This design comes from an exercise in tuning for small area, a short achievable clock period and few clock cycles per item on the open sky130 flow, not from production work. Where RTL was checked, it was by simulation tests only, not by an equivalence proof against the original. Power and IR drop assume default switching activity.

old:
==> flow/design.v (excerpt) <==
module sdr_cbuild (
    input  wire        clk,
    input  wire        rst,          
    input  wire        start,        
    input  wire        qam,          
    input  wire [15:0] arg,          
    output reg         busy,
    output reg         done,         
    output reg  [7:0]  err,          
    output reg  [31:0] cinfo,        
    output reg         clut_we,
    output reg  [7:0]  clut_waddr,
    output wire [31:0] clut_wdata
);
Settings: LEC_CHECK=0, ABC_AREA=1, CAP_MARGIN=20, CORE_MARGIN=2, CORE_UTILIZATION=62, SLEW_MARGIN=20; clock period 13.0 ns.
standard.sh (not shown) runs the stock make flow with config.mk's settings and CLKGATE_MAP_FILE= SYNTH_SCRIPT=/design/flow/synth_recipe.tcl, a recipe that flattens the netlist after the stock synthesis.
==> flow/flow/run.sh <==
#!/bin/bash
# Standard ORFS layout (the standard.sh, standard synthesis unchanged), with the
# timing repair asked to over-fix setup and the ports buffered with buf_2 cells: the
# clock period and constraints are the design's own; only the resizer's target slack
# and the port buffer cell differ from the default flow.
set -euo pipefail
export SETUP_SLACK_MARGIN=${SETUP_MARGIN:-9.4}
export BUFFER_PORTS_ARGS="-buffer_cell sky130_fd_sc_hd__buf_2"
bash standard.sh synth > synth.log 2>&1
bash standard.sh > layout.log 2>&1
old | stages: all done | timing, DRC, antenna: all pass
Testbench counts of old, summed over its fixed seeds: cycles 13,890, builds 96.
Input-level comparison between new and old:
diff --git a/flow/design.v b/flow/design.v
--- a/flow/design.v
+++ b/flow/design.v
@@ -110,17 +110,34 @@
     wire        inv     = st_sq & ~sgn;
     wire        cst     = st_half | flip_r;
     wire [34:0] add_a   = st_sq ? {acc[32:0], p2} : (acc ^ {35{flip_r}});
     wire [32:0] qb      = (q ^ {33{inv}}) & {33{~cst}};
     wire [34:0] add_b   = {qb, st_sq, st_sq ? sgn : (~cst | (st_half & even))}
                         | (st_half ? 35'h40000 : 35'd0)
                         | (flip_r  ? 35'h80000 : 35'd0);
     wire        add_c   = st_sq ? ~sgn : ~st_half;
-    wire [34:0] sum     = add_a + add_b + {34'd0, add_c};
+    reg  [34:0] bk_g, bk_p;
+    integer     bs, bi;
+    always @(*) begin
+        bk_g = add_a & add_b;
+        bk_p = add_a ^ add_b;
+        bk_g[0] = bk_g[0] | (bk_p[0] & add_c);
+        for (bs = 1; bs < 35; bs = bs * 2)
+            for (bi = 2 * bs - 1; bi < 35; bi = bi + 2 * bs) begin
+                bk_g[bi] = bk_g[bi] | (bk_p[bi] & bk_g[bi - bs]);
+                bk_p[bi] = bk_p[bi] & bk_p[bi - bs];
+            end
+        for (bs = 16; bs >= 1; bs = bs / 2)
+            for (bi = 3 * bs - 1; bi < 35; bi = bi + 2 * bs) begin
+                bk_g[bi] = bk_g[bi] | (bk_p[bi] & bk_g[bi - bs]);
+                bk_p[bi] = bk_p[bi] & bk_p[bi - bs];
+            end
+    end
+    wire [34:0] sum     = (add_a ^ add_b) ^ {bk_g[33:0], add_c};
     wire        rbit    = ~sum[34];                     
     wire        setup_last = st_setup & (rc == 8'd0);
     wire        turn    = flip_r | wrap_r;
     wire [7:0]  rc_n    = turn ? (flip_r ? h2m1 : h1m1) : rc - 8'd1;
     wire        rcz_n   = turn ? (flip_r ? (h2m1 == 8'd0) : (h1m1 == 8'd0)) : (rc == 8'd1);
     wire        ph_n    = ph ^ turn;
     wire [3:0]  b_nx    = bw_r ? 4'd0 : b + 4'd1;
     wire        cend_n  = ~cend_r & (cc == 5'd1);
[summary]
- new: no failed stages, no open violations at the end
- Switching power share of the total in new is 1.6 points lower than in old
- new vs old — routed wire length on met3 dropped by more than a quarter
- new and old ended up with roughly the same area taken by flip-flops and latches.
- Looking at HPWL after detailed placement, new sits about 17% lower than old does.
- Looking only at fraction of standard cell area in multi-input logic, and setting everything else aside, the lower value of old and new goes to new.
- In new the power turned out about 1.6% higher than in old.
- The run showing the smaller first-pass GRT wire length is new.
- new vs old: post-synthesis instance area down by a few percent
- On hold slack, old tracks new almost exactly.
- [compare] base=old new=new: share of power burned in combinational logic has increased; depth of the most critical reg-to-reg path moved up; maximum frequency now smaller; final area moved down.
Testbench counts of new, summed over its fixed seeds: cycles 13,890, builds 96.

========
Setup of build 71:
The RTL this note starts from:
==> flow/design.v <==
module sdr_cbuild (
    input  wire        clk,
    input  wire        rst,          
    input  wire        start,        
    input  wire        qam,          
    input  wire [15:0] arg,          
    output reg         busy,
    output reg         done,         
    output reg  [7:0]  err,          
    output reg  [31:0] cinfo,        
    output reg         clut_we,
    output reg  [7:0]  clut_waddr,
    output wire [31:0] clut_wdata
);
    reg         st_chk, st_setup, st_half, st_write;
    reg         flip_r;      
    reg         wrap_r;      
    reg         cend_r;      
    reg         lastc_r;     
    reg         bw_r;        
    reg         mode;        
    reg  [8:0]  m;           
    reg         big;         
    reg  [7:0]  R1;          
    reg  [8:0]  R2;          
    reg  [1:0]  p1, p2;      
    reg  [9:0]  x2n;         
    reg  [32:0] q;           
    reg  [34:0] acc;         
    reg  [15:0] vB;          
    reg  [7:0]  rc;          
    reg         ph;          
    reg  [4:0]  cc;          
    reg  [3:0]  b;           
    reg  [4:0]  kk;          
    assign clut_wdata = {acc[34:19], vB};
    wire accept = start & ~busy;
    wire [8:0] mb   = cinfo[8:0];
    wire       qb_m = cinfo[16];
    wire       even = ~mb[0];    
    reg  [4:0] k_lut;
    reg        sq_lut;
    always @(*) begin
        sq_lut = 1'b1;
        case (m)
        9'd4:   begin k_lut = 5'd2;   end
        9'd9:   begin k_lut = 5'd3;   end
        9'd16:  begin k_lut = 5'd4;  end
        9'd25:  begin k_lut = 5'd5;  end
        9'd36:  begin k_lut = 5'd6;  end
        9'd49:  begin k_lut = 5'd7;  end
        9'd64:  begin k_lut = 5'd8;  end
        9'd81:  begin k_lut = 5'd9;  end
        9'd100: begin k_lut = 5'd10; end
        9'd121: begin k_lut = 5'd11; end
        9'd144: begin k_lut = 5'd12; end
        9'd169: begin k_lut = 5'd13; end
        9'd196: begin k_lut = 5'd14; end
        9'd225: begin k_lut = 5'd15; end
        9'd256: begin k_lut = 5'd16; end
        default: begin k_lut = 5'd0; sq_lut = 1'b0; end
        endcase
    end
    wire [8:0] a0_sum = mb + {4'd0, kk};
    wire [7:0] a0_lut = even ? a0_sum[8:1] : mb[8:1];
    wire [8:0] n_lev = qb_m ? {4'd0, kk} : mb;         
    wire [7:0] c0    = n_lev[8:1];                    
    wire [7:0] h1m1  = c0 - {7'd0, even};             
    wire [7:0] h2m1  = c0 - 8'd1;                     
    wire [3:0] kc0m1 = kk[4:1] - 4'd1;                
    wire e_zero = ~big & (m == 9'd0);
    wire e_one  = ~big & (m == 9'd1);
    wire e_big  = big | (m[8] & (|m[7:0]));
    wire e_sq   = mode & ~sq_lut;
    wire fail   = e_zero | e_one | e_big | e_sq;
    wire [7:0] err_code = e_zero ? 8'h11 : e_one ? 8'h21 : e_big ? 8'h31 :
                          e_sq ? 8'h41 : 8'h00;
    wire        pow2 = (m & (m - 9'd1)) == 9'd0;
    reg  [3:0]  log2m;
    integer     j;
    always @(*) begin
        log2m = 4'd0;
        for (j = 0; j < 9; j = j + 1)
            if (m[j]) log2m = j[3:0];
    end
    wire [9:0] d1a  = {1'b0, R1, 1'b1} - {1'b0, m};        
    wire       g1a  = ~d1a[9];
    wire [7:0] r1a  = g1a ? d1a[7:0] : {R1[6:0], 1'b0};
    wire [9:0] d1b  = {1'b0, r1a, 1'b1} - {1'b0, m};
    wire       g1b  = ~d1b[9];
    wire [7:0] r1b  = g1b ? d1b[7:0] : {r1a[6:0], 1'b0};
    wire [9:0]  t2a  = {R2, p1[1]};
    wire [10:0] s2a  = {1'b0, t2a} + {1'b0, x2n};
    wire        g2a  = s2a[10];
    wire [8:0]  r2a  = g2a ? s2a[8:0] : t2a[8:0];
    wire [9:0]  t2b  = {r2a, p1[0]};
    wire [10:0] s2b  = {1'b0, t2b} + {1'b0, x2n};
    wire        g2b  = s2b[10];
    wire [8:0]  r2b  = g2b ? s2b[8:0] : t2b[8:0];
    wire        st_sq   = st_chk | st_setup;        
    wire        sgn     = acc[34];
    wire        inv     = st_sq & ~sgn;
    wire        cst     = st_half | flip_r;
    wire [34:0] add_a   = st_sq ? {acc[32:0], p2} : (acc ^ {35{flip_r}});
    wire [32:0] qb      = (q ^ {33{inv}}) & {33{~cst}};
    wire [34:0] add_b   = {qb, st_sq, st_sq ? sgn : (~cst | (st_half & even))}
                        | (st_half ? 35'h40000 : 35'd0)
                        | (flip_r  ? 35'h80000 : 35'd0);
    wire        add_c   = st_sq ? ~sgn : ~st_half;
    wire [34:0] sum     = add_a + add_b + {34'd0, add_c};
    wire        rbit    = ~sum[34];                     
    wire        setup_last = st_setup & (rc == 8'd0);
    wire        turn    = flip_r | wrap_r;
    wire [7:0]  rc_n    = turn ? (flip_r ? h2m1 : h1m1) : rc - 8'd1;
    wire        rcz_n   = turn ? (flip_r ? (h2m1 == 8'd0) : (h1m1 == 8'd0)) : (rc == 8'd1);
    wire        ph_n    = ph ^ turn;
    wire [3:0]  b_nx    = bw_r ? 4'd0 : b + 4'd1;
    wire        cend_n  = ~cend_r & (cc == 5'd1);
    wire        lastc_n = cend_r ? (b_nx == kc0m1) : lastc_r;
    wire        last    = qb_m ? (cend_r & lastc_r) : wrap_r;
    wire        last_nx = qb_m ? (cend_n & lastc_n) : (rcz_n & ph_n);
    wire [3:0]  b_new   = cend_r ? b_nx : b;
    wire [7:0]  addr_inc = (~qb_m | (cend_r & bw_r)) ? 8'd0 : {3'd0, kk};
    wire [7:0]  addr_nx  = flip_r ? {4'd0, b_new & {4{qb_m}}} :
                           clut_waddr + addr_inc + {7'd0, ~qb_m | cend_r};
    always @(posedge clk) begin
        if (rst) begin
            st_chk   <= 1'b0;
            st_setup <= 1'b0;
            st_half  <= 1'b0;
            st_write <= 1'b0;
            busy     <= 1'b0;
            done     <= 1'b0;
            err      <= 8'd0;
            cinfo    <= 32'd0;
            clut_we  <= 1'b0;
        end else begin
            st_chk   <= accept;
            st_setup <= (st_chk & ~fail) | (st_setup & ~setup_last);
            st_half  <= setup_last;
            st_write <= st_half | (st_write & ~last);
            clut_we  <= st_half | (st_write & ~last);
            done     <= (st_chk & fail) | (st_write & ~last & last_nx);
            if (accept)
                busy <= 1'b1;
            else if ((st_chk & fail) | (st_write & last_nx))
                busy <= 1'b0;
            if (st_chk) begin
                err <= err_code;
                if (!fail)
                    cinfo <= {1'b1, 13'd0, pow2, mode, pow2 ? log2m : 4'd0, 3'd0, m};
            end
        end
    end
    always @(posedge clk) begin
        if (!busy) begin
            mode <= qam;
            m    <= arg[8:0];
            big  <= |arg[15:9];
            x2n  <= ~(qam ? 10'd1 : {1'b0, arg[8:0]});
            if (arg[8:0] <= 9'd4) begin
                R1 <= (arg[8:0] == 9'd3) ? 8'd1 : 8'd0;
                p1 <= (arg[8:0] == 9'd2) ? 2'd3 : 2'd1;
            end else begin
                p1 <= 2'd0;
                R1 <= (arg[8:0] <= 9'd13) ? 8'd3 : (arg[8:0] <= 9'd49) ? 8'd12 :
                      (arg[8:0] <= 9'd193) ? 8'd48 : 8'd192;
            end
            rc  <= (arg[8:0] <= 9'd13) ? 8'd33 : (arg[8:0] <= 9'd49) ? 8'd32 :
                   (arg[8:0] <= 9'd193) ? 8'd31 : 8'd30;
            R2  <= 9'd0;
            p2  <= 2'd0;
            acc <= 35'd0;
            q   <= 33'd0;
        end else begin
            R1  <= r1b;
            p1  <= {g1a, g1b};
            R2  <= r2b;
            p2  <= {g2a, g2b};
            if (setup_last)
                acc <= {1'b0, q[31:0] & {32{even}}, rbit & even, 1'b0};
            else
                acc <= sum;
            if (st_sq)
                q <= {q[31:0], rbit};
        end
        if (st_chk)
            kk <= k_lut;
        if (st_sq)
            rc <= rc - 8'd1;
        flip_r <= 1'b0;
        wrap_r <= 1'b0;
        cend_r <= 1'b0;
        if (st_half) begin
            rc         <= h1m1;
            ph         <= 1'b0;
            flip_r     <= (h1m1 == 8'd0);
            cc         <= kk;
            lastc_r    <= 1'b0;
            b          <= c0[3:0];
            bw_r       <= ({1'b0, c0[3:0]} == kk - 5'd1);
            clut_waddr <= qb_m ? a0_lut : c0;
            vB         <= qb_m ? sum[34:19] : 16'd0;
        end
        if (st_write && busy) begin    
            rc      <= rc_n;
            ph      <= ph_n;
            flip_r  <= rcz_n & ~ph_n;
            wrap_r  <= rcz_n & ph_n;
            cend_r  <= qb_m & cend_n;
            cc      <= cend_r ? kk : cc - 5'd1;
            lastc_r <= lastc_n;
            clut_waddr <= addr_nx;
            if (cend_r) begin
                b    <= b_nx;
                bw_r <= ({1'b0, b_nx} == kk - 5'd1);
                vB   <= sum[34:19];
            end
        end
    end
endmodule
export LEC_CHECK = 0
export ABC_AREA = 1
export CAP_MARGIN = 20
export CORE_MARGIN = 2
export CORE_UTILIZATION = 40
export SLEW_MARGIN = 20
create_clock -name core_clock -period 13.0 [get_ports {clk}]
==> flow/flow/run.sh <==
#!/bin/bash
# Standard ORFS layout (the standard.sh, standard synthesis unchanged), with the
# timing repair asked to over-fix setup and the ports buffered with buf_4 cells: the
# clock period and constraints are the design's own; only the resizer's target slack
# and the port buffer cell differ from the default flow.
set -euo pipefail
export SETUP_SLACK_MARGIN=${SETUP_MARGIN:-9.4}
export BUFFER_PORTS_ARGS="-buffer_cell sky130_fd_sc_hd__buf_4"
bash standard.sh synth > synth.log 2>&1
bash standard.sh > layout.log 2>&1
Testbench counts of build 71, summed over its fixed seeds: cycles 13,879, builds 96.
For trial 62, these inputs were changed with respect to build 71:
--- a/flow/design.v
+++ b/flow/design.v
@@ -26,6 +26,6 @@
     reg  [1:0]  p1, p2;      
     reg  [9:0]  x2n;         
-    reg  [32:0] q;           
-    reg  [34:0] acc;         
+    reg  [33:0] q;           
+    reg  [36:0] acc;         
     reg  [15:0] vB;          
     reg  [7:0]  rc;          
@@ -34,5 +34,5 @@
     reg  [3:0]  b;           
     reg  [4:0]  kk;          
-    assign clut_wdata = {acc[34:19], vB};
+    assign clut_wdata = {acc[35:20], vB};
     wire accept = start & ~busy;
     wire [8:0] mb   = cinfo[8:0];
@@ -99,15 +99,15 @@
     wire [8:0]  r2b  = g2b ? s2b[8:0] : t2b[8:0];
     wire        st_sq   = st_chk | st_setup;        
-    wire        sgn     = acc[34];
+    wire        sgn     = acc[36];
     wire        inv     = st_sq & ~sgn;
     wire        cst     = st_half | flip_r;
-    wire [34:0] add_a   = st_sq ? {acc[32:0], p2} : (acc ^ {35{flip_r}});
-    wire [32:0] qb      = (q ^ {33{inv}}) & {33{~cst}};
-    wire [34:0] add_b   = {qb, st_sq, st_sq ? sgn : (~cst | (st_half & even))}
-                        | (st_half ? 35'h40000 : 35'd0)
-                        | (flip_r  ? 35'h80000 : 35'd0);
-    wire        add_c   = st_sq ? ~sgn : ~st_half;
-    wire [34:0] sum     = add_a + add_b + {34'd0, add_c};
-    wire        rbit    = ~sum[34];                     
+    wire [36:0] add_a   = st_sq ? {acc[34:0], p2} : (acc ^ {37{flip_r}});
+    wire [34:0] qb      = ({1'b0, q} ^ {35{inv}}) & {35{~cst}};
+    wire [36:0] add_b   = {qb, ~cst, st_sq ? sgn : ~cst | (st_half & even)}
+                        | (st_half ? 37'h80000 : 37'd0)
+                        | (flip_r  ? 37'h100000 : 37'd0);
+    wire        add_c   = st_sq ? ~sgn : st_half ? even : 1'b1;
+    wire [36:0] sum     = add_a + add_b + {36'd0, add_c};
+    wire        rbit    = ~sum[36];                     
     wire        setup_last = st_setup & (rc == 8'd0);
     wire        turn    = flip_r | wrap_r;
@@ -167,10 +167,10 @@
                       (arg[8:0] <= 9'd193) ? 8'd48 : 8'd192;
             end
-            rc  <= (arg[8:0] <= 9'd13) ? 8'd33 : (arg[8:0] <= 9'd49) ? 8'd32 :
-                   (arg[8:0] <= 9'd193) ? 8'd31 : 8'd30;
+            rc  <= (arg[8:0] <= 9'd13) ? 8'd34 : (arg[8:0] <= 9'd49) ? 8'd33 :
+                   (arg[8:0] <= 9'd193) ? 8'd32 : 8'd31;
             R2  <= 9'd0;
             p2  <= 2'd0;
-            acc <= 35'd0;
-            q   <= 33'd0;
+            acc <= 37'd0;
+            q   <= 34'd0;
         end else begin
             R1  <= r1b;
@@ -179,9 +179,9 @@
             p2  <= {g2a, g2b};
             if (setup_last)
-                acc <= {1'b0, q[31:0] & {32{even}}, rbit & even, 1'b0};
+                acc <= {2'b0, q[32:0] & {33{even}}, rbit & even, 1'b0};
             else
                 acc <= sum;
             if (st_sq)
-                q <= {q[31:0], rbit};
+                q <= {q[32:0], rbit};
         end
         if (st_chk)
@@ -201,5 +201,5 @@
             bw_r       <= ({1'b0, c0[3:0]} == kk - 5'd1);
             clut_waddr <= qb_m ? a0_lut : c0;
-            vB         <= qb_m ? sum[34:19] : 16'd0;
+            vB         <= qb_m ? sum[35:20] : 16'd0;
         end
         if (st_write && busy) begin    
@@ -215,5 +215,5 @@
                 b    <= b_nx;
                 bw_r <= ({1'b0, b_nx} == kk - 5'd1);
-                vB   <= sum[34:19];
+                vB   <= sum[35:20];
             end
         end
--- outcome ---
[compare] base=build 71 new=trial 62: cell depth of the worst flop-to-flop path went up 2, area of all placed cells without fillers saw an increase, wire length has decreased. Delta (trial 62 minus build 71): number of nets in the layout now sits lower, overall die area up 0.45%, share of power burned in combinational logic lost 1.4 points. Looking at via density per instance, trial 62 sits below build 71. Cmp trial 62 and build 71 / quantity of gates resized following cts / higher: trial 62. Looking at worst setup slack across both flows, trial 62 is the stronger of the two, with build 71 trailing. Delta (trial 62 minus build 71): layout cell share with drive strength beyond 1 climbed 1.4 points; signed area change from the synthesized netlist to the final layout barely changed. Against build 71, trial 62 comes in 4.0% lower on total power. Higher first-pass GRT wire length goes to build 71 over trial 62. Re flip-flop and latch share of the layout cell area: trial 62 is 0.25 points up on build 71. Trial 62 finished every stage and its layout cleared the timing, design-rule and antenna checks. Build 71 has completed all stages; timing, DRC and antenna checks passed.
Function not checked in trial 62: the RTL went through the layout flow alone.

## what the ideal ports hide
The results above use ideal ports. As a check the final layouts listed here were re-extracted and re-timed, cells and wires unchanged. Step 1 assumes that a clkbuf_16 drives the clock port and a buf_2 every other input. Step 2, shift: input delay + t, output delay - t, t = (earliest + latest rising clock arrival at the registers) / 2. This alone moves slack from input paths to output paths. Slacks: ideal ports / drivers / drivers and shift; pairs: ideal ports / drivers.
| run | shift t [ns] | setup slack, ns | pins driven straight from the clock port |
|---|---|---|---|
| old | 0.487 | 9.396 / 9.343 / 8.963 | 1 |
| new | 0.481 | 9.378 / 9.330 / 9.019 | 1 |
| build 71 | 0.510 | 9.344 / 9.292 / 9.061 | 1 |
| trial 62 | 0.514 | 9.369 / 9.311 / 8.908 | 1 |
After both steps setup and hold are still met in every run listed. The setup slack of trial 62, which loses most, moves by -0.058 ns with the drivers and by -0.461 ns with both steps.
